Source: an optimization exercise on an open RTL-to-GDS flow (aim: small area, a short achievable clock period and few clock cycles). Production flows keep margins and buffers that such runs may drop. Only simulation tests tie the RTL to the original design; equivalence was not proved. No activity file was given, so power comes from the tool's default toggle rates.

## design/flow/design.v

```verilog
module franklin_rx (
    input  wire       clk,
    input  wire       rst,           
    input  wire       in_valid,
    input  wire       in_timeout,
    input  wire [7:0] in_byte,
    output wire       in_ready,
    output reg        tx_valid,
    output wire [7:0] tx_byte,
    output reg        ind_valid,
    input  wire       ind_ready,
    output reg        ind_dispatch,
    output reg  [7:0] ind_data,
    output reg        ind_last,
    input  wire [1:0] verdict
);
    localparam QD = 8;               
    localparam QW = 3;
    function [4:0] contrib;
        input [1:0] j;
        input [7:0] d;
        begin
            case (j)
                2'd0: contrib = {^(d & 8'h4B), ^(d & 8'h95), ^(d & 8'h26), ^(d & 8'h38), ^(d & 8'hC0)};
                2'd1: contrib = {^(d & 8'hDC), ^(d & 8'h6C), ^(d & 8'hB5), ^(d & 8'h3A), ^(d & 8'hC3)};
                default: contrib = {^(d & 8'hE2), ^(d & 8'hD5), ^(d & 8'hB9), ^(d & 8'h7E), ^(d & 8'hFF)};
            endcase
        end
    endfunction
    function [4:0] tagpar;
        input [2:0] tag;
        begin
            tagpar = {{4{tag[0] ^ tag[1]}}, tag[0]};
        end
    endfunction
    function [3:0] code_hi;
        input [2:0] idx;
        begin
            case (idx)
                3'd0: code_hi = 4'h8;
                3'd1: code_hi = 4'hE;
                3'd2: code_hi = 4'hD;
                3'd3: code_hi = 4'hB;
                3'd4: code_hi = 4'hF;
                3'd5: code_hi = 4'h9;
                default: code_hi = 4'hA;
            endcase
        end
    endfunction
    reg       rdy;
    reg       tk_v;
    reg       tk_to;
    reg [7:0] tk_b;
    reg       tk_known;      
    reg       tk_start;      
    assign in_ready = rdy;
    wire in_known = in_byte[7:4] == code_hi(in_byte[2:0]) && !in_byte[3] &&
                    in_byte[2:0] != 3'd7;
    wire in_start = !in_byte[7] && in_byte[6:0] != 7'd0 && in_byte[6:0] != 7'd1 &&
                    in_byte[6:0] != 7'd2 && in_byte[6:0] != 7'd4;
    always @(posedge clk) begin
        tk_v     <= in_valid & rdy & ~rst;
        tk_to    <= in_timeout;
        tk_b     <= in_byte;
        tk_known <= in_known;
        tk_start <= in_start;
    end
    reg [7:0] mem [0:127];
    reg [4:0] syn [0:42];
    reg       coll;          
    reg       dph;           
    reg       first;         
    reg [6:0] flen;          
    reg [6:0] dleft;         
    reg [1:0] gj;            
    reg [4:0] acc;           
    reg [5:0] gw;            
    reg [5:0] tr, tr1;       
    reg [5:0] kc;            
    reg [4:0] synh;          
    reg       bad;
    reg       ffb;           
    reg       ff_in;
    reg [6:0] wp, fs, rq;    
    reg       wv;            
    reg [6:0] wa;
    reg [7:0] wd;
    reg [3:0] ra;            
    reg [15:0] rb;           
    reg [7:0] pf [0:1];      
    reg       pfh, pft;
    reg [1:0] pfn;
    reg [7:0]    q [0:QD-1];
    reg [QW-1:0] qh, qt;
    reg [QD-1:0] qn;         
    reg          hv;         
    reg [7:0]    hd;
    reg       ad;            
    reg [6:0] bleft;         
    reg       pv;            
    reg [1:0] txi;           
    reg       txx;
    assign tx_byte = {1'b1, txx, txi[0], txi[1], 2'b00, txi[1], txi[0]};
    wire       bt      = tk_v && coll && !tk_to;         
    wire       cchk    = bt && !dph;                     
    wire [4:0] cb      = contrib(gj, tk_b);
    wire [4:0] nsyn    = acc ^ cb;
    wire       wsyn    = bt && gj == 2'd2;
    wire       chk_ok  = tk_b == {synh, tr[2:0]};
    wire       lastchk = (kc == 6'd1);
    wire       fail    = bad || !chk_ok;
    wire       keep    = !fail && ffb == ff_in;           
    wire [5:0] sidx    = cchk ? tr1 : tr;
    reg       push;
    reg [7:0] pdat;
    always @(*) begin
        push = 1'b0;
        pdat = 8'h09;
        if (tk_v) begin
            if (!coll) begin
                if (!tk_to && tk_known) begin
                    push = 1'b1;
                    pdat = {5'd0, tk_b[2:0]};
                end else if (!tk_to && !tk_start) begin
                    push = 1'b1;
                end
            end else if (tk_to) begin
                push = 1'b1;
            end else if (!dph && lastchk) begin
                push = 1'b1;
                if (keep)
                    pdat = {1'b1, flen};
                else
                    pdat = {7'h04, fail};
            end
        end
    end
    always @(posedge clk) begin
        wv <= !rst && bt && dph;
        wa <= wp;
        wd <= first ? {1'b0, tk_b[6:0]} : tk_b;
        if (wv)
            mem[wa] <= wd;
        if (wsyn)
            syn[gw] <= nsyn;
        if (wsyn && gw == sidx)
            synh <= nsyn ^ tagpar(sidx[2:0]);
        else
            synh <= syn[sidx] ^ tagpar(sidx[2:0]);
    end
    always @(posedge clk) begin
        if (rst) begin
            coll  <= 1'b0;
            ff_in <= 1'b0;
            wp    <= 7'd0;
            fs    <= 7'd0;
        end else if (tk_v) begin
            if (!coll) begin
                if (!tk_to && tk_start) begin
                    coll  <= 1'b1;
                    dph   <= 1'b1;
                    first <= 1'b1;
                    flen  <= tk_b[6:0] - 7'd2;
                    dleft <= tk_b[6:0] - 7'd1;
                    gj    <= 2'd1;
                    acc   <= contrib(2'd0, tk_b);
                    gw    <= 6'd0;
                    tr    <= 6'd0;
                    tr1   <= 6'd1;
                    kc    <= 6'd1;
                    bad   <= 1'b0;
                end
            end else if (tk_to) begin
                coll <= 1'b0;
                wp   <= fs;
            end else begin
                gj  <= (gj == 2'd2) ? 2'd0 : gj + 2'd1;
                acc <= (gj == 2'd2) ? 5'd0 : nsyn;
                if (gj == 2'd2)
                    gw <= gw + 6'd1;
                if (dph) begin
                    wp    <= wp + 7'd1;
                    first <= 1'b0;
                    if (first)
                        ffb <= tk_b[7];
                    dleft <= dleft - 7'd1;
                    if (dleft == 7'd1)
                        dph <= 1'b0;
                    if (gj == 2'd0)
                        kc <= kc + 6'd1;
                end else begin
                    tr  <= tr1;
                    tr1 <= tr1 + 6'd1;
                    kc  <= kc - 6'd1;
                    if (!chk_ok)
                        bad <= 1'b1;
                    if (lastchk) begin
                        coll <= 1'b0;
                        if (keep) begin
                            ff_in <= ~ff_in;
                            fs    <= wp;
                        end else begin
                            wp <= fs;
                        end
                    end
                end
            end
        end
    end
    wire ofree = !ind_valid || ind_ready;
    wire vfire = ind_valid && ind_ready && ind_dispatch && ind_last;
    reg hcons;               
    reg ldd;                 
    reg ldc;                 
    reg txe;                 
    always @(*) begin
        hcons = 1'b0;
        ldd   = 1'b0;
        ldc   = 1'b0;
        txe   = 1'b0;
        if (ad) begin
            ldd = ofree && pfn != 2'd0;
        end else if (hv) begin
            if (hd[7]) begin
                ldd = ofree && pfn != 2'd0; hcons = ldd;
            end else if (hd[3]) begin
                txe = !pv; hcons = !pv;
            end else begin
                ldc = ofree; hcons = ofree;
            end
        end
    end
    wire hload = (!hv || hcons) && qn[0];
    always @(posedge clk) begin
        if (push)
            q[qt] <= pdat;
        if (hload)
            hd <= q[qh];
    end
    wire [6:0] used   = wp - rq;
    wire       rgo    = pfn != 2'd2 && rq != fs;
    reg  [7:0] mcol [0:7];
    reg  [7:0] mrd [0:1];
    integer mi, mj;
    always @(*) begin
        for (mi = 0; mi < 8; mi = mi + 1) begin
            mcol[mi] = 8'd0;
            for (mj = 0; mj < 16; mj = mj + 1)
                mcol[mi] = mcol[mi] | ({8{rb[mj]}} & mem[8 * mj + mi]);
        end
        mrd[0] = 8'd0;
        mrd[1] = 8'd0;
        for (mi = 0; mi < 4; mi = mi + 1) begin
            mrd[0] = mrd[0] | ({8{ra[mi]}} & mcol[2 * mi]);
            mrd[1] = mrd[1] | ({8{ra[mi]}} & mcol[2 * mi + 1]);
        end
    end
    always @(posedge clk) begin
        if (rgo && !pft)
            pf[0] <= mrd[0];
        if (rgo && pft)
            pf[1] <= mrd[1];
    end
    wire       tkpush = tk_v && (coll ? (tk_to || (!dph && lastchk)) : (!tk_to && !tk_start));
    always @(posedge clk) begin
        if (rst) begin
            qh        <= {QW{1'b0}};
            qt        <= {QW{1'b0}};
            qn        <= {QD{1'b0}};
            hv        <= 1'b0;
            ad        <= 1'b0;
            pv        <= 1'b0;
            rq        <= 7'd0;
            ra        <= 4'd1;
            rb        <= 16'd1;
            pfh       <= 1'b0;
            pft       <= 1'b0;
            pfn       <= 2'd0;
            ind_valid <= 1'b0;
            tx_valid  <= 1'b0;
            rdy       <= 1'b1;
        end else begin
            if (push)
                qt <= qt + 1'b1;
            if (hload)
                qh <= qh + 1'b1;
            if (push && !hload)
                qn <= {qn[QD-2:0], 1'b1};
            else if (!push && hload)
                qn <= {1'b0, qn[QD-1:1]};
            if (hload)
                hv <= 1'b1;
            else if (hcons)
                hv <= 1'b0;
            rdy <= !(tkpush ? qn[QD-3] : qn[QD-2]) &&
                   !((rq != fs) && (used >= 7'd125));
            if (rgo) begin
                rq  <= rq + 7'd1;
                if (rq[0])
                    ra <= {ra[2:0], ra[3]};
                if (rq[0] && ra[3])
                    rb <= {rb[14:0], rb[15]};
                pft <= ~pft;
            end
            if (ldd)
                pfh <= ~pfh;
            pfn <= pfn + {1'b0, rgo} - {1'b0, ldd};
            tx_valid <= vfire || txe;
            if (vfire)
                pv <= 1'b0;
            if (ofree)
                ind_valid <= 1'b0;
            if (ldd) begin
                ind_valid    <= 1'b1;
                if (ad) begin
                    bleft    <= bleft - 7'd1;
                    if (bleft == 7'd1) begin
                        ad <= 1'b0;
                        pv <= 1'b1;
                    end
                end else begin
                    bleft    <= hd[6:0];
                    ad       <= 1'b1;
                end
            end
            if (ldc)
                ind_valid    <= 1'b1;
        end
    end
    wire [7:0] o_data = ldd ? pf[pfh] : {code_hi(hd[2:0]), 1'b0, hd[2:0]};
    wire       o_last = ldd ? (ad && bleft == 7'd1) : 1'b1;
    wire       o_ld   = ldd || ldc;
    always @(posedge clk) begin
        if (rst) begin
            ind_data     <= 8'd0;
            ind_last     <= 1'b0;
            ind_dispatch <= 1'b0;
        end else if (o_ld) begin
            ind_data     <= o_data;
            ind_last     <= o_last;
            ind_dispatch <= ldd;
        end
        txi <= vfire ? {verdict[0] ^ verdict[1], verdict[1]} : {1'b0, hd[0]};
        txx <= vfire ? verdict[0] : hd[0];
    end
endmodule
```

## design/flow/flow/run.sh

```bash
#!/bin/bash
# The standard layout (the standard.sh: standard synthesis, floorplan,
# placement, CTS, routing), with the setup repair steps aiming for more slack
# than the clock period needs, so that they shorten the critical paths.
set -euo pipefail
export SETUP_SLACK_MARGIN=7.0
bash standard.sh > standard.log 2>&1
```

## design/flow/standard.sh

```bash
#!/bin/bash
# synth_recipe.tcl (not shown) runs the flow's synth.tcl, then flattens the netlist and writes it again
# the make line also repeats each setting of config.mk as NAME=value (left out here)
make -C /OpenROAD-flow-scripts/flow DESIGN_CONFIG=/design/flow/config.mk WORK_HOME=/design/flow/orfs CLKGATE_MAP_FILE= SYNTH_SCRIPT=/design/flow/synth_recipe.tcl "${@:-finish}"
```

## design/flow/config.mk

```make
export PLATFORM = sky130hd
export DESIGN_NAME = franklin_rx
export DESIGN_NICKNAME = franklin_rx
export VERILOG_FILES = /design/flow/design.v
export SDC_FILE = /design/flow/constraint.sdc
export NUM_CORES = 4
export LEC_CHECK = 0
export CAP_MARGIN = 20
export CORE_MARGIN = 2
export CORE_UTILIZATION = 45
export CTS_CLUSTER_DIAMETER = 100
export CTS_CLUSTER_SIZE = 20
export PLACE_DENSITY = 0.6
export SLEW_MARGIN = 20
```

## design/flow/constraint.sdc

```tcl
create_clock -name core_clock -period 10.0 [get_ports {clk}]
set_input_delay 2.0000 -clock core_clock [delete_from_list [all_inputs] [get_ports {clk}]]
set_output_delay 2.0000 -clock core_clock [all_outputs]
set_load 0.01 [all_outputs]
```

==> key figures, run 1 <==
Power and ir drop
  – Static Leak: 19.02 nW
  – Power, Total: 0.01094 W
  – Pwr/cell area: 175.3 nW/um^2
  – Peak supply drop: ~0.00014 V

Critical path
  – Critical path class: reg -> out
  – CP max stage cell: dfxtp_4
  – Arr. time, crit path: 1.20 ns
  – Worst EP required: ~8.0 ns
  – Crit path buffers/inverters: 1
  – Crit path max fanout: 3
  – Crit start category: register
  – Worst Setup End Kind: output pin
  – Worst path cell trace: buf_6
  – Crit path largest cell delay: ~0.39 ns
  – Top Family by Delay on Critical Path: flip-flops

Timing
  – Period minus WS final: 3.202 ns
  – Worst-Margin Slew: 1.191 ns
  – Max-slew headroom: 20.33%
  – Final period util: 32.02%
  – Setup_tns: 0 ns
  – Max Clk Rate: approximately 0.31 GHz
  – Fin. max-slew vios: 0
  – Unrepaired setup endpoints after global routing: true
  – Final setup viols: 0
  – Fin. Hold Viols: 0
  – Clock skew: between 0.05 and 0.06 ns

Global route
  – Congestion Overflow GR: 0
  – Global-route wire length before repair: 221.2 mm
  – Total GRT Usage: 23.15%
  – Largest net degree at the start of global routing: 107
  – Vias in the first global route: 31250
  – Initial antenna violation count: 2

Synth
  – Leading area contributor after synthesis: edfxtp_1
  – Syn avg cell area: 15.96 sq um
  – Async set or reset register ratio after synthesis: 0%
  – Synth Instances: 3578
  – Number of synthesized register bits: 1496
  – Synth cell types: 69
  – Post-synth EDFFs: 1383
  – Post-synth top flop: edfxtp_1
  – Area contributors post-synth: edfxtp_1 (73%), a22oi_1 (4.2%), dfxtp_1 (4.0%)
  – Ys Warns: 4
  – Synth top area share: 72.75%
  – Sequential fraction of the synthesis area: approximately 77%
  – Mapped Area: between 50000 and 60000 sq um

Finish
  – Reg area: roughly 44000 sq um
  – Final #Nets: roughly 3600
  – Commonest non-fill, non-tap cell in the layout: edfxtp_1
  – Multi-input logic area: roughly 13000 sq um
  – Layout cells sized above 1: 10.66%
  – Cell area after layout: 62400 sq um
  – P&R area growth vs syn: 9.308%
  – Most frequent cells in the layout: edfxtp_1 (1383), a22oi_1 (317), nor2_1 (261)
  – Final Util: 49.63%
  – # fillers: ~10000
  – Final Non-Filler Cells: 5263

Clock tree
  – Clock insertion delay at the later pin of the skew report: about 0.7 ns
  – CTS tree: done
  – Number of buffers created by CTS: 85
  – CTS sink count: 1496
  – Hold Buf Count CTS: 0
  – H-tree depth: 3
  – Bufs on Longest Clock Path: 3
  – Root buf cell: clkbuf_16
  – Clock slew at reported path FFs: 0.09 ns

Drt
  – Post-route DRC: 0
  – Drt total wl: 153.4 mm
  – Routed vias/inst: 6.218
  – Post-DR wirelength/cell: about 29 um
  – Routed vias: 32730
  – Initial DRC Count: 4343
  – Antenna Nets Post-Route: 0
  – Initial DRT Pass Iterations: 6

Place
  – GP Congestion: 0.8517
  – Cells after DPL: 5102
  – DP HPWL: 91.78 mm
  – DP Area: 59270 sq um
  – # port buffers: 32

Floorplan
  – Starting density of the core: 45.40%
  – I/O pin total: 36
  – Die width: 360.2 um
  – Die Ht: 360.2 um
  – Full die area: 129700 sq um
  – Std cell rows: 130
  – Core Region: 125700 sq um

Flow run
  – Max cap viols: 0

Min path
  – Hold Path Class: reg -> reg

Status
  – Outcome: finished clean
-- kinds of logic (layout without fill, tap and decap cells) --
group / after synthesis / after routing / share of synthesized area (%)
mux: 79 / 80 / 2.019
flops: 1496 / 1496 / 76.71
other cells: 2 / 4 / 0.01316
buf+inv: 264 / 295 / 1.880
xor+xnor: 105 / 105 / 1.659
compound gates: 820 / 820 / 10.69
simple gates: 779 / 780 / 6.290
fa+ha+maj: 33 / 33 / 0.7364
-- through the flow --
stage	hold WS, ns	setup WS [ns]
final	0.4439	6.798
after floorplan	0.3258	6.451
after CTS	0.4449	6.748
after global placement	0.4397	5.744
after global routing	0.4619	6.754
after detailed placement	0.4272	5.654
-- timing repair --
action	4_1_cts	5_1_grt
resized for setup	168	66
cloned	1	3
setup endpoints to repair	376	362
buffers inserted	20	11
pin swaps	5	10
-- report_power, final --
group,total (W),leakage (nW),internal [W],switching [W]
Combinational,0.000397,4.47,0.000139,0.000259
Sequential,0.00695,13.4,0.00689,0.0000608
Clock,0.00360,1.16,0.00160,0.00200
-- synthesized netlist by cell type (6+ instances only) --
| cell type | instances |
|---|---|
| nor2_1 | 302 |
| or3_1 | 6 |
| and2_1 | 20 |
| mux2i_1 | 32 |
| dfxtp_1 | 113 |
| clkbuf_1 | 140 |
| a22oi_1 | 317 |
| a221oi_1 | 109 |
| xor2_1 | 42 |
| o21ai_0 | 81 |
| a222oi_1 | 39 |
| nor3_1 | 21 |
| inv_1 | 48 |
| buf_4 | 7 |
| a32oi_1 | 9 |
| nand4_1 | 68 |
| a31oi_1 | 6 |
| mux2_2 | 20 |
| edfxtp_1 | 1383 |
| buf_2 | 21 |
| nand2b_1 | 15 |
| buf_1 | 44 |
| nand3b_1 | 6 |
| a22o_1 | 110 |
| xnor2_1 | 61 |
| nand3_1 | 129 |
| and3_1 | 8 |
| a211oi_1 | 9 |
| nand2_1 | 161 |
| a21oi_1 | 101 |
| nor2b_1 | 18 |
| ha_1 | 32 |
| mux4_2 | 23 |
-- layout make-up --
cell class              instances  area share (%)
flip-flops and latches       1496           70.35
multi-input cells            1821           20.40
clock buffers                 116           3.595
well taps                    1650           3.308
repair buffers                121           1.750
inverters                      48          0.3048
clock inverters                 9          0.2727
repair inverters                1        0.008020
diodes                          1        0.004010
-- metal layers --
metal  share of wire [%]  global-route usage [%]  vias up
met1                  42                   33.52    16830
met5              0.0085                       0        -
met4                 2.9                   6.377        2
met3                 8.3                   3.316      222
li1                    -                       -    14160
met2                  47                   36.73     1512
-- flip-flops by register name (all words and copies together) (netlist names), 7 cells and up --
name	cells
pf	16
tk_b	8
bleft	7
q	64
wd	8
mem	1024
syn	215
fs	7
qn	8
wp	7
rb	16
dleft	7
flen	7
hd	8
rq	7
ind_data	8
wa	7
-- final timing paths --
| kind | startpoint | end | slack [ns] | depth (start not counted) |
|---|---|---|---|---|
| worst max-delay path | ind_last$_SDFFE_PP0P_ | ind_last | 6.80 | 1 |
| worst min-delay path | wp[0]$_SDFFE_PP0P_ | wa[0]$_DFF_P_ | 0.44 | 0 |
| worst max register to register | wa[6]$_DFF_P_ | mem[89][5]$_DFFE_PP_ | 6.88 | 3 |
| worst min register to register | wp[0]$_SDFFE_PP0P_ | wa[0]$_DFF_P_ | 0.44 | 0 |
Testbench counts, summed over its fixed seeds: cycles 80,353.
==> run 2, diff against run 1 <==
==> design/flow/config.mk (replaced) <==
export PLATFORM = sky130hd
export DESIGN_NAME = franklin_rx
export DESIGN_NICKNAME = franklin_rx
export VERILOG_FILES = /design/flow/design.v
export SDC_FILE = /design/flow/constraint.sdc
export NUM_CORES = 4
export LEC_CHECK = 0
export CAP_MARGIN = 0
export CORE_MARGIN = 2
export CORE_UTILIZATION = 50
export CTS_CLUSTER_DIAMETER = 100
export CTS_CLUSTER_SIZE = 20
export PLACE_DENSITY = 0.65
export SLEW_MARGIN = 0
==> key figures, run 2 <==
Flow run
  – Max cap viols: 0

Power and ir drop
  – Power, Total: between 0.01 and 0.015 W
  – Pwr/cell area: 175.1 nW/um^2
  – Seq pwr share: 63.9%
  – P_int: 0.008653 W
  – Comb pwr share: under 10%
  – Static Leak: between 15 and 20 nW
  – Peak supply drop: 0.0001360 V
  – Clk pwr share: 32.5%
  – Sw frac: just over 20%
  – Sw Pwr: between 0.002 and 0.0025 W

Timing
  – Setup_tns: 0 ns
  – Max Clk Rate: 0.3156 GHz
  – Max-slew headroom: 15.23%
  – Clock skew: between 0.02 and 0.03 ns
  – Fin. Hold Viols: 0
  – Fin. max-slew vios: 0
  – Worst-Margin Slew: 1.267 ns
  – Unrepaired setup endpoints after global routing: true
  – Worst setup margin: 6.831 ns
  – Period minus WS final: 3.169 ns
  – Final period util: about a third
  – Final setup viols: 0

Drt
  – Initial DRT Pass Iterations: 9
  – Routed vias/inst: 6.473
  – Post-DR wirelength/cell: 29.25 um
  – Drt total wl: 149.3 mm
  – Post-route DRC: 0
  – Initial DRC Count: between 4000 and 5000
  – Routed vias: 33030
  – Antenna Nets Post-Route: 0

Clock tree
  – CTS tree: done
  – Hold Buf Count CTS: 0
  – Clock slew at reported path FFs: 0.08 ns
  – Clock insertion delay at the later pin of the skew report: ~0.70 ns
  – H-tree depth: 3
  – CTS sink count: 1496
  – Bufs on Longest Clock Path: 3
  – Number of buffers created by CTS: 84
  – Root buf cell: clkbuf_16

Finish
  – P&R area growth vs syn: 8.809%
  – # fillers: 8732
  – Layout cells sized above 1: 10.19%
  – Biggest regs: mem x1024, syn x215, q x64
  – Final Util: 55.06%
  – Final #Nets: 3623
  – Top reg by flops: mem
  – Max reg flops: 1024
  – Commonest non-fill, non-tap cell in the layout: edfxtp_1
  – Ant. Diodes: 0
  – Most frequent cells in the layout: edfxtp_1 (1383), a22oi_1 (316), nor2_1 (277)

Critical path
  – Worst Setup End Kind: output pin
  – Crit path max fanout: 3
  – Crit path largest cell delay: 0.37 ns
  – Critical Path Start: ind_dispatch$_SDFFE_PP0P_
  – R2R Path Start: wa[3]$_DFF_P_
  – Worst path cell trace: buf_6
  – Crit path buffers/inverters: 1
  – Top Family by Delay on Critical Path: flip-flops
  – CP max stage cell: dfxtp_2
  – Crit start category: register
  – Arr. time, crit path: 1.17 ns
  – Critical path class: reg -> out
  – Worst EP required: 8.00 ns

Synth
  – Leading area contributor after synthesis: edfxtp_1
  – Synth Instances: between 3000 and 4000
  – Post-synth top flop: edfxtp_1
  – Sequential fraction of the synthesis area: 76.71%
  – Most frequent cell after synthesis: edfxtp_1
  – Synth top area share: 72.75%
  – Ys Warns: 4
  – Post-synth EDFFs: 1383
  – Synth cell types: 69
  – Async set or reset register ratio after synthesis: 0%
  – Synth cell count leaders: edfxtp_1 (1383), a22oi_1 (317), nor2_1 (302), nand2_1 (161), clkbuf_1 (140)
  – Number of synthesized register bits: 1496
  – Area contributors post-synth: edfxtp_1 (73%), a22oi_1 (4.2%), dfxtp_1 (4.0%)
  – Syn avg cell area: 15.96 sq um
  – Mapped Area: 57090 sq um

Global route
  – Largest net degree at the start of global routing: around 120
  – Total GRT Usage: 25.15%
  – Initial antenna violation count: 0
  – Congestion Overflow GR: 0
  – Global-route wire length before repair: 216.1 mm
  – Vias in the first global route: 31210

Place
  – DP HPWL: a little under 90 mm
  – DP Worst Slack: 5.928 ns
  – # port buffers: 32
  – GP Congestion: 0.8762

Min path
  – Hold Startpoint: wp[0]$_SDFFE_PP0P_
  – Hold Path Class: reg -> reg

Status
  – Outcome: finished clean

Floorplan
  – I/O pin total: 36
  – Die Ht: 341.9 um
  – Starting density of the core: 50.61%
  – Core Region: 112800 sq um
  – Die width: roughly 340 um
  – Full die area: 116900 sq um
  – Std cell rows: approximately 120
## run 2: cell counts after synthesis
Identical to the previous run, type by type.
## run 2: kinds of logic after synthesis
logic type	synth area share, %
AO/OA/AOI/OAI	10.69
XOR/XNOR	1.659
adder cells (fa/ha/maj)	0.7364
buffers and inverters	1.880
flip-flops	76.71
multiplexers	2.019
other	0.01316
AND/OR/NAND/NOR	6.290
## run 2: routing by layer
layer	up-vias	GRT usage, %	routed length, um
met2	1833	38.98	69110
met5	-	0	0
met1	16830	36.83	61390
met4	0	7.691	4332
met3	237	4.106	14420
li1	14130	-	-
## run 2: final timing paths
path,endpoint,slack [ns],cells past startpoint
max,ind_dispatch,6.83,1
min,wa[0]$_DFF_P_,0.43,0
max reg2reg,mem[106][5]$_DFFE_PP_,6.96,3
min reg2reg,wa[0]$_DFF_P_,0.43,0
## run 2: cell type report
cell class	count	area, sq um	area share (%)
Timing Repair inverter	1	5.005	0.008057
Inverter	48	186.4	0.3001
Clock buffer	113	2338	3.765
Sequential cell	1496	43880	70.64
Multi-Input combinational cell	1822	12700	20.45
Timing Repair Buffer	122	1131	1.821
Tap cell	1500	1877	3.021
## run 2: through the flow
stage          instances  instance area [sq um]  hold slack [ns]
6_report            5102                  62120           0.4330
2_1_floorplan       3579                  57260           0.3258
3_5_place_dp        4948                  59040           0.4159
3_3_place_gp        4948                  59040           0.4224
4_1_cts             5080                  61710           0.4271
5_1_grt             5102                  62120           0.4509
## run 2: power by group through the flow
stage	Combinational, W	Clock [W]	Sequential, W
6_report	0.000392	0.00353	0.00695
5_1_grt	0.000429	0.00377	0.00695
4_1_cts	0.000380	0.00357	0.00695
3_5_place_dp	0.000367	0	0.00709
3_3_place_gp	0.000362	0	0.00709
2_1_floorplan	0.000224	0	0.00709
## run 2: what timing repair did
action / in CTS / in global routing
buffers inserted: 18 / 17
gates resized for setup: 145 / 56
pin swaps: 3 / 9
hold endpoints to repair: 0 / 0
setup endpoints to repair: 269 / 460
gates cloned: 1 / 5
==> run 3, diff against run 2 <==
--- a/design/flow/config.mk
+++ b/design/flow/config.mk
@@ -6,5 +6,5 @@
 export NUM_CORES = 4
 export LEC_CHECK = 0
-export CAP_MARGIN = 0
+export CAP_MARGIN = 10
 export CORE_MARGIN = 2
 export CORE_UTILIZATION = 50
@@ -12,3 +12,3 @@
 export CTS_CLUSTER_SIZE = 20
 export PLACE_DENSITY = 0.65
-export SLEW_MARGIN = 0
+export SLEW_MARGIN = 10
==> key figures, run 3 <==
Timing
  – Unrepaired setup endpoints after global routing: true
  – Setup_tns: 0 ns
  – Max Clk Rate: 0.3156 GHz
  – Hold WS: 0.4330 ns
  – Period minus WS final: 3.169 ns
  – Final setup viols: 0
  – Max-slew headroom: 15.23%
  – Fin. Hold Viols: 0
  – Worst-Margin Slew: 1.267 ns
  – Clock skew: 0.02988 ns
  – Final period util: between 30% and 40%
  – Fin. max-slew vios: 0

Synth
  – Sequential fraction of the synthesis area: 76.71%
  – Syn avg cell area: 15.96 sq um
  – Mapped Area: 57090 sq um
  – Post-synth EDFFs: 1383
  – Post-synth top flop: edfxtp_1
  – Synth cell types: 69
  – Ys Warns: 4
  – Leading area contributor after synthesis: edfxtp_1
  – Number of synthesized register bits: 1496
  – Synth cell count leaders: edfxtp_1 (1383), a22oi_1 (317), nor2_1 (302), nand2_1 (161), clkbuf_1 (140)
  – Area contributors post-synth: edfxtp_1 (73%), a22oi_1 (4.2%), dfxtp_1 (4.0%)
  – Synth top area share: 72.75%
  – Most frequent cell after synthesis: edfxtp_1
  – Synth Instances: 3578
  – Async set or reset register ratio after synthesis: 0%

Drt
  – Initial DRT Pass Iterations: 9
  – Antenna Nets Post-Route: 0
  – Routed vias: 33030
  – Drt total wl: 149.3 mm
  – Post-DR wirelength/cell: 29.25 um
  – Initial DRC Count: just under 5000
  – Routed vias/inst: 6.473
  – Post-route DRC: 0

Critical path
  – CP max stage cell: dfxtp_2
  – R2r setup slk: 6.96 ns
  – Critical path class: reg -> out
  – Worst Setup End Kind: output pin
  – Worst EP required: 8.00 ns
  – Crit start category: register
  – Arr. time, crit path: 1.17 ns
  – Top Family by Delay on Critical Path: flip-flops
  – Worst path cell trace: buf_6
  – Crit path max fanout: 3
  – Crit path buffers/inverters: 1
  – Crit path largest cell delay: 0.37 ns

Finish
  – Final Util: 55.06%
  – Top reg by flops: mem
  – Final #Nets: 3623
  – Most frequent cells in the layout: edfxtp_1 (1383), a22oi_1 (316), nor2_1 (277)
  – Biggest regs: mem x1024, syn x215, q x64
  – Final Non-Filler Cells: a little over 5000
  – Ant. Diodes: 0
  – Commonest non-fill, non-tap cell in the layout: edfxtp_1
  – Max reg flops: ~1000
  – P&R area growth vs syn: 8.809%
  – Layout cells sized above 1: approximately a tenth

Place
  – DP HPWL: 86.97 mm
  – GP Congestion: about 0.88
  – # port buffers: 32
  – Cells after DPL: 4948

Clock tree
  – Hold Buf Count CTS: 0
  – Number of buffers created by CTS: 84
  – H-tree depth: 3
  – CTS tree: done
  – Clock insertion delay at the later pin of the skew report: 0.70 ns
  – CTS sink count: 1496
  – Clock slew at reported path FFs: about 0.080 ns
  – Bufs on Longest Clock Path: 3
  – Root buf cell: clkbuf_16

Floorplan
  – Starting density of the core: 50.61%
  – I/O pin total: 36
  – Die width: 341.9 um
  – Die Ht: 341.9 um
  – Std cell rows: 123
  – Full die area: about 120000 sq um
  – Core Region: 112800 sq um

Global route
  – Congestion Overflow GR: 0
  – Initial antenna violation count: 0
  – Vias in the first global route: 31210
  – Largest net degree at the start of global routing: roughly 120
  – Total GRT Usage: 25.15%
  – Global-route wire length before repair: 216.1 mm

Power and ir drop
  – Peak supply drop: 0.0001360 V
  – Clk pwr share: 32.5%
  – Seq pwr share: 63.9%
  – Sw frac: between 20% and 30%
  – Comb pwr share: 3.6%
  – Static Leak: 19.03 nW
  – P_int: slightly below 0.009 W
  – Sw Pwr: 0.002220 W
  – Pwr/cell area: 175.1 nW/um^2

Flow run
  – Max cap viols: 0

Min path
  – Hold Path Class: reg -> reg

Status
  – Outcome: finished clean
run 3: cell counts in the layout (fill, tap and decap cells not counted):
No cell type changed its count.
run 3: power groups by stage:
stage | registers [W] | logic (W) | clock network [W]
3_3_place_gp | 0.00709 | 0.000362 | 0
2_1_floorplan | 0.00709 | 0.000224 | 0
4_1_cts | 0.00695 | 0.000380 | 0.00357
6_report | 0.00695 | 0.000392 | 0.00353
5_1_grt | 0.00695 | 0.000429 | 0.00377
3_5_place_dp | 0.00709 | 0.000367 | 0
run 3: area by class of cell:
class | instances | area (sq um)
multi-input combinational | 1822 | 12700
timing repair buffer | 122 | 1131
fill | 8732 | 50690
tap | 1500 | 1877
inverter | 48 | 186.4
timing repair inverter | 1 | 5.005
sequential | 1496 | 43880
clock buffer | 113 | 2338
run 3: metal layers:
metal / track usage, % / wire, um / vias to the layer above / part of all wire [%]
li1: - / - / 14130 / -
met1: 36.83 / 61390 / 16830 / 41
met2: 38.98 / 69110 / 1833 / 46
met3: 4.106 / 14420 / 237 / 9.7
met4: 7.691 / 4332 / 0 / 2.9
met5: 0 / 0 / - / 0
run 3: final timing paths:
check | from | endpoint | cells after the start
setup / recovery | ind_dispatch$_SDFFE_PP0P_ | ind_dispatch | 1
hold / removal | wp[0]$_SDFFE_PP0P_ | wa[0]$_DFF_P_ | 0
setup reg to reg | wa[3]$_DFF_P_ | mem[106][5]$_DFFE_PP_ | 3
hold reg to reg | wp[0]$_SDFFE_PP0P_ | wa[0]$_DFF_P_ | 0
run 3: cell families (layout without fill, tap and decap cells):
| group | count (synthesis) | in the layout | synth area share (%) |
|---|---|---|---|
| xor gates and xnor gates | 105 | 105 | 1.659 |
| other | 2 | 3 | 0.01316 |
| DFF | 1496 | 1496 | 76.71 |
| and+or+nand+nor | 779 | 779 | 6.290 |
| adders and majority gates | 33 | 33 | 0.7364 |
| buffers and inverters | 264 | 284 | 1.880 |
| muxes | 79 | 82 | 2.019 |
| AOI/OAI and AO/OA | 820 | 820 | 10.69 |
run 3: worst register-to-register path: cells and delay by family, from the launching register on:
| family | cells | cell delay, ns |
|---|---|---|
| flip-flops | 1 | 0.51 |
| AND/OR/NAND/NOR | 3 | 2.16 |
run 3: metrics by stage:
stage               worst slack (ns)  cell area, sq um  total power (W)
floorplan                      6.451             57260         0.007311
global placement               5.933             59040         0.007452
detailed placement             5.928             59040         0.007459
CTS                            6.800             61710          0.01090
global route                   6.800             62120          0.01116
finish                         6.831             62120          0.01087
run 3: timing repair:
action | CTS | global route
setup endpoints to repair | 269 | 460
buffers inserted | 18 | 17
pin swaps | 3 | 9
gates cloned | 1 | 5
resized for setup | 145 | 56
==> run 4, diff against run 3 <==
--- a/design/flow/config.mk
+++ b/design/flow/config.mk
@@ -6,5 +6,5 @@
 export NUM_CORES = 4
 export LEC_CHECK = 0
-export CAP_MARGIN = 10
+export CAP_MARGIN = 20
 export CORE_MARGIN = 2
 export CORE_UTILIZATION = 50
@@ -12,3 +12,3 @@
 export CTS_CLUSTER_SIZE = 20
 export PLACE_DENSITY = 0.65
-export SLEW_MARGIN = 10
+export SLEW_MARGIN = 20
==> key figures, run 4 <==
Status
  – Outcome: finished clean

Flow run
  – Max cap viols: 0

Finish
  – Max reg flops: 1024
  – Top reg by flops: mem
  – Layout cells sized above 1: 10.36%
  – Multi-input logic area: between 10000 and 15000 sq um
  – Ant. Diodes: 0
  – Most frequent cells in the layout: edfxtp_1 (1383), a22oi_1 (316), nor2_1 (274)
  – P&R area growth vs syn: 8.769%
  – Biggest regs: mem x1024, syn x215, q x64
  – Commonest non-fill, non-tap cell in the layout: edfxtp_1
  – Reg area: 43880 sq um
  – # fillers: slightly below 9000
  – Final #Nets: 3621
  – Final Util: 55.04%

Timing
  – Unrepaired setup endpoints after global routing: true
  – Worst-Margin Slew: 1.202 ns
  – Setup_tns: 0 ns
  – Final setup viols: 0
  – Worst setup margin: around 6.8 ns
  – Period minus WS final: roughly 3.2 ns
  – Fin. max-slew vios: 0
  – Fin. Hold Viols: 0
  – Max-slew headroom: 19.57%
  – Final period util: a little under a third
  – Clock skew: 0.04085 ns
  – Max Clk Rate: 0.3171 GHz

Critical path
  – Worst EP required: 8.00 ns
  – Top Family by Delay on Critical Path: flip-flops
  – Critical path class: reg -> out
  – Crit path max fanout: 2
  – Crit path largest cell delay: 0.36 ns
  – Arr. time, crit path: 1.15 ns
  – Worst Setup End Kind: output pin
  – Crit start category: register
  – Crit path buffers/inverters: 1
  – CP max stage cell: dfxtp_2
  – Worst path cell trace: buf_6

Drt
  – Routed vias: 32910
  – Routed vias/inst: 6.450
  – Post-route DRC: 0
  – Drt total wl: 148.9 mm
  – Initial DRT Pass Iterations: 8
  – Post-DR wirelength/cell: 29.18 um
  – Antenna Nets Post-Route: 0
  – Initial DRC Count: about 4300

Floorplan
  – Die width: 341.9 um
  – Die Ht: 341.9 um
  – Std cell rows: ~120
  – Starting density of the core: 50.61%
  – I/O pin total: 36
  – Full die area: around 120000 sq um
  – Core Region: 112800 sq um

Synth
  – Post-synthesis mux area share: 2.019%
  – Sequential fraction of the synthesis area: about 77%
  – Largest family of logic cells by synthesized area: compound AO/OA/AOI/OAI gates
  – Syn avg cell area: 15.96 sq um
  – Synth Area in XOR/XNOR: 1.659%
  – Area contributors post-synth: edfxtp_1 (73%), a22oi_1 (4.2%), dfxtp_1 (4.0%)
  – Synth Area in Simple Gates: 6.290%
  – Synth cell types: 69
  – Mapped Area: 57090 sq um
  – Synth top area share: 72.75%
  – Most frequent cell after synthesis: edfxtp_1
  – Post-synth EDFFs: 1383
  – Synth Instances: 3578
  – Leading area contributor after synthesis: edfxtp_1
  – Number of synthesized register bits: 1496
  – Async set or reset register ratio after synthesis: 0%
  – Synth cell count leaders: edfxtp_1 (1383), a22oi_1 (317), nor2_1 (302), nand2_1 (161), clkbuf_1 (140)
  – Compound-Gate Fraction of Synth Area: about a tenth
  – Adder-cell share of the synthesized area: 0.7364%
  – Post-synth top flop: edfxtp_1
  – Ys Warns: 4

Place
  – # port buffers: 32
  – GP Congestion: 0.8762
  – DP Worst Slack: 5.895 ns
  – DP HPWL: 87.36 mm

Global route
  – Initial antenna violation count: 0
  – Vias in the first global route: approximately 32000
  – Congestion Overflow GR: 0
  – Met2 usage: 39.46%
  – Global-route wire length before repair: 216.6 mm
  – Met1 usage in global routing: 36.11%
  – Largest net degree at the start of global routing: 116
  – Global-route track usage on met3: 4.588%
  – Total GRT Usage: about 25%
  – Top Usage Layer GRT: met2

Clock tree
  – CTS sink count: 1496
  – H-tree depth: 3
  – Hold Buf Count CTS: 0
  – Root buf cell: clkbuf_16
  – CTS tree: done
  – Bufs on Longest Clock Path: 3
  – Number of buffers created by CTS: 84
  – Clock insertion delay at the later pin of the skew report: between 0.7 and 0.8 ns
  – Clock slew at reported path FFs: 0.09 ns

Power and ir drop
  – Power, Total: 0.01088 W
  – Static Leak: 19.00 nW
  – Peak supply drop: 0.0001322 V
  – Pwr/cell area: 175.2 nW/um^2

Min path
  – Hold Path Class: reg -> reg
[run 4: cell counts after synthesis]
Identical to the previous run, type by type.
[run 4: report_power, final]
| group | internal [W] | switching, W | total, W |
|---|---|---|---|
| Sequential | 0.00689 | 0.0000600 | 0.00695 |
| Combinational | 0.000135 | 0.000256 | 0.000391 |
| Clock | 0.00160 | 0.00194 | 0.00354 |
[run 4: worst paths after layout]
path | startpoint | to | slack, ns | depth (start not counted)
hold reg to reg | wp[0]$_SDFFE_PP0P_ | wa[0]$_DFF_P_ | 0.43 | 0
hold / removal | wp[0]$_SDFFE_PP0P_ | wa[0]$_DFF_P_ | 0.43 | 0
setup reg to reg | wa[4]$_DFF_P_ | mem[116][0]$_DFFE_PP_ | 6.97 | 3
setup / recovery | ind_data[3]$_SDFFE_PP0P_ | ind_data[3] | 6.85 | 1
[run 4: area by class of cell]
class	instances	share of cell area, %
sequential	1496	70.67
multi-input combinational	1820	20.42
clock buffer	109	3.605
tap	1500	3.023
timing repair buffer	122	1.842
inverter	48	0.3002
clock inverter	6	0.1310
timing repair inverter	1	0.008060
[run 4: kinds of logic (layout without fill, tap and decap cells)]
group,after synthesis,count (layout)
flip-flops,1496,1496
multiplexers,79,80
adder cells (fa/ha/maj),33,33
AO/OA/AOI/OAI,820,820
XOR/XNOR,105,105
buffers and inverters,264,286
AND/OR/NAND/NOR,779,779
other,2,3
[run 4: routing by layer]
metal,vias up,share of wire [%]
met5,-,0
met4,0,2.8
li1,14130,-
met1,16880,41
met3,241,9.4
met2,1662,47
[run 4: metrics by stage]
stage	hold WS (ns)	std cells	area, sq um
final	0.4302	5102	62090
after CTS	0.4260	5085	61710
after floorplan	0.3258	3579	57260
after global placement	0.4224	4948	59040
after global routing	0.4517	5102	62090
after detailed placement	0.4100	4949	59050
[run 4: what timing repair did]
item | in CTS | in global routing
pin swaps | 3 | 9
endpoints found under the setup margin | 271 | 451
cloned | 2 | 1
setup buffers | 19 | 15
resized for setup | 144 | 55

==> static timing again, ports no longer ideal <==
Ports are ideal in the flow. The routed layouts listed here were re-timed in OpenROAD. Step 1 (the two cells are an assumption about what drives the block):
set clk [get_ports {clk}]
set_driving_cell -lib_cell sky130_fd_sc_hd__clkbuf_16 $clk
set_driving_cell -lib_cell sky130_fd_sc_hd__buf_2 [delete_from_list [all_inputs] $clk]
Step 2, shift: input delay + t, output delay - t, t = (earliest + latest rising clock arrival at the registers) / 2. This alone moves slack from input paths to output paths. Three values: no drivers, after step 1, after step 2; two values: the first two.
run | t, ns | setup WS [ns] | worst slew at a driven data input, ns | pins driven straight from the clock port
run 1 | 0.752 | 6.798 / 6.726 / 6.313 | 0.08 | 1
run 2 | 0.750 | 6.831 / 6.762 / 6.346 | 0.05 | 1
run 3 | 0.750 | 6.831 / 6.762 / 6.346 | 0.05 | 1
run 4 | 0.756 | 6.847 / 6.780 / 6.341 | 0.05 | 1
After both steps every run listed still meets setup and hold. For run 4, which loses most, drivers alone change the setup slack by -0.067 ns; drivers and shift together by -0.506 ns.
